Context: an optimization exercise on an open-source flow, tuned for small area, a short achievable clock period and few clock cycles. The choices shown serve that exercise and are no tape-out recipe. Function was checked by simulation only, so behaviour that the tests miss may differ from the original. Power and IR drop assume default switching activity.

## lane 1
==> flow/design.v (excerpt) <==
module cm11a_ctrl (
  input  wire         clk,
  input  wire         rst,
  input  wire         open_ok,
  input  wire         in_valid,
  output wire         in_ready,
  input  wire [1:0]   in_kind,
  input  wire [7:0]   in_op,
  input  wire [7:0]   in_n,
  input  wire [127:0] in_data,
  output reg          tx_valid,
  input  wire         tx_ready,
  output reg  [7:0]   tx_data,
  output reg          hr_valid,
  input  wire         hr_ready,
  output reg  [1:0]   hr_kind,
  output reg  [7:0]   hr_val,
  output reg          ev_valid,
  input  wire         ev_ready,
  output reg  [3:0]   ev_type,
  output reg  [7:0]   ev_a,
  output reg  [7:0]   ev_b,
  output reg  [7:0]   ev_c,
  output reg  [7:0]   ev_d
);
export LEC_CHECK = 0
export CAP_MARGIN = 20
export CORE_MARGIN = 2
export CORE_UTILIZATION = 40
export CTS_CLUSTER_DIAMETER = 80
export CTS_CLUSTER_SIZE = 20
export PLACE_DENSITY = 0.6
export SETUP_SLACK_MARGIN = 4.5
export SLEW_MARGIN = 20
export TNS_END_PERCENT = 100
create_clock -name core_clock -period 8.0 [get_ports {clk}]
standard.sh (not shown) runs the stock make flow with config.mk's settings and CLKGATE_MAP_FILE= SYNTH_SCRIPT=/design/flow/synth_recipe.tcl, a recipe that flattens the netlist after the stock synthesis.
==> flow/flow/run.sh <==
#!/bin/bash
# The standard layout, with the port buffers made from buf_2 cells instead of
# the cell buffer_ports picks by default (a slow clkdlybuf4s50_1). Every input
# and output port still gets its own buffer.
set -e
export BUFFER_PORTS_ARGS="-buffer_cell sky130_fd_sc_hd__buf_2"
bash standard.sh finish > standard_flow.log 2>&1
Testbench counts of lane 1, summed over its fixed seeds: cycles 5,576.
Setup changes, lane 1 to lane 2
Settings: SETUP_SLACK_MARGIN: 4.5 -> 4.8.
Lane 2 vs lane 1: detailed placer's ending HPWL up in lane 2. Combinational power for lane 2: about 5% up relative to lane 1. Cell with the largest stage delay on the worst path = nor2_1: lane 1; cell with the largest stage delay on the worst path = or4_4: lane 2. Looking only at total power consumption of the routed design, and setting everything else aside, the lower value of lane 1 and lane 2 goes to lane 1. Going from lane 1 to lane 2, clock power grew by a few percent. Normalized max-slew margin sits higher in lane 2 than in lane 1. Lane 2 vs lane 1: relative contribution of sequential cells to total power down in lane 2. Going from lane 1 to lane 2, the via count was found to have gone up by 120. Sort lane 1 and lane 2 by routed wire length asc -> top: lane 1.

## fjord
Another version of the RTL of cm11a_ctrl (not shown whole).
Size in the first run: about 3200 cells after synthesis, ~810 flip-flops, ~37000 µm² of cells after synthesis.
==> flow/config.mk <==
export PLATFORM = sky130hd
export DESIGN_NAME = cm11a_ctrl
export DESIGN_NICKNAME = cm11a_ctrl
export VERILOG_FILES = /design/flow/design.v
export SDC_FILE = /design/flow/constraint.sdc
export NUM_CORES = 4
export LEC_CHECK = 0
export CAP_MARGIN = 20
export CORE_MARGIN = 2
export CORE_UTILIZATION = 55
export CTS_CLUSTER_DIAMETER = 80
export CTS_CLUSTER_SIZE = 20
export PLACE_DENSITY = 0.7
export SETUP_SLACK_MARGIN = 4.8
export SLEW_MARGIN = 20
export TNS_END_PERCENT = 100
==> flow/constraint.sdc <==
create_clock -name core_clock -period 8.0 [get_ports {clk}]
set_input_delay 1.6000 -clock core_clock [delete_from_list [all_inputs] [get_ports {clk}]]
set_output_delay 1.6000 -clock core_clock [all_outputs]
set_load 0.01 [all_outputs]
Scripts as last shown in full above: flow/flow/run.sh
Testbench counts of fjord, summed over its fixed seeds: cycles 5,576.
What onyx does differently from fjord at the input level:
- changing CTS_CLUSTER_DIAMETER from 80 to 90
- changing CORE_UTILIZATION from 55 to 40
- changing CTS_CLUSTER_SIZE from 20 to 24
- changing PLACE_DENSITY from 0.7 to 0.6
Results
- Timing, DRC, antenna: 0 failures across onyx and fjord
- For die span in x, dividing the value from fjord by the value from onyx gives 0.855.
- Compared fjord against onyx; clock skew within noise.
- Sequential share of layout area in onyx is 0.64 points above fjord.
- Routed wire length shrinks by a few percent when moving from fjord to onyx.
- When onyx is measured against fjord, its switching share of total power turns out 0.44 points lower.
The inputs of quartz differ from those of onyx as listed below.
- a change of CTS_CLUSTER_DIAMETER from 90 to 80
- a change of CTS_CLUSTER_SIZE from 24 to 20
Looking at path depth of the worst reg2reg path, quartz sits 4 higher than onyx does. Summary of quartz over onyx: post-CTS setup repair buffer count has decreased, sum of internal, switching and leakage power has increased, vias per cell has decreased, net switching power of the design has increased. Between onyx and quartz, the setup skew after layout figures differ only marginally. Going from onyx to quartz, total number of cells along the worst setup path decreased by 7 relative to the old numbers, final critical-path required period increased by 0.043 ns relative to the old numbers. Cell count across quartz and onyx: no real change. quartz went all the way through synthesis, placement and routing and the layout is clean on timing, DRC and antenna.
The inputs of ember differ from those of quartz as listed below.
- a change of PLACE_DENSITY from 0.6 to 0.75
- a change of CORE_UTILIZATION from 40 to 65
Findings:
Against quartz as the reference, ember delivers a lower worst reg2reg path depth. Per the comparison of ember with quartz, number of cell rows moved down; met3 global-route usage higher; final hold slack now larger; total internal power now larger. Diff quartz -> ember | switching power total | decrease of 3.0%. Count of inserted antenna diode cells: ember vs quartz — no meaningful difference. Re final estimated routing congestion in global placement: ember is 4.4% up on quartz. Total non-filler cell area in the finished layout, ember and quartz, higher one = quartz. The die of ember is smaller than the one used in quartz. Status: sequential-to-total area share from yosys stat parity (ember, quartz).

==> afterwards: timing with drivers on the ports <==
No port has a modelled driver above. Below, the same layouts with a new extraction and two added sets of constraints. Step 1 (the two cells are an assumption about what drives the block):
set clk [get_ports {clk}]
set_driving_cell -lib_cell sky130_fd_sc_hd__clkbuf_16 $clk
set_driving_cell -lib_cell sky130_fd_sc_hd__buf_2 [delete_from_list [all_inputs] $clk]
Step 2 adds t to the input delays and takes it off the output delays; t is the mean of the earliest and latest rising clock arrival at the registers after step 1. Input paths then give back, and output paths get back, about the clock's delay inside the block. Slacks: no drivers / after step 1 / after step 2; pairs: no drivers / after step 1.
run | t, ns | setup slack, ns | worst slew at a driven data input, ns
lane 1 | 0.687 | 4.583 / 4.579 / 3.963 | 0.05
lane 2 | 0.691 | 4.756 / 4.769 / 4.109 | 0.05
fjord | 0.696 | 4.612 / 4.577 / 3.953 | 0.05
onyx | 0.657 | 4.692 / 4.627 / 4.064 | 0.05
quartz | 0.702 | 4.649 / 4.579 / 4.074 | 0.06
ember | 0.673 | 4.663 / 4.598 / 4.070 | 0.05
After both steps every run listed still meets setup and hold. For fjord, which loses most, drivers alone change the setup slack by -0.035 ns; drivers and shift together by -0.659 ns.
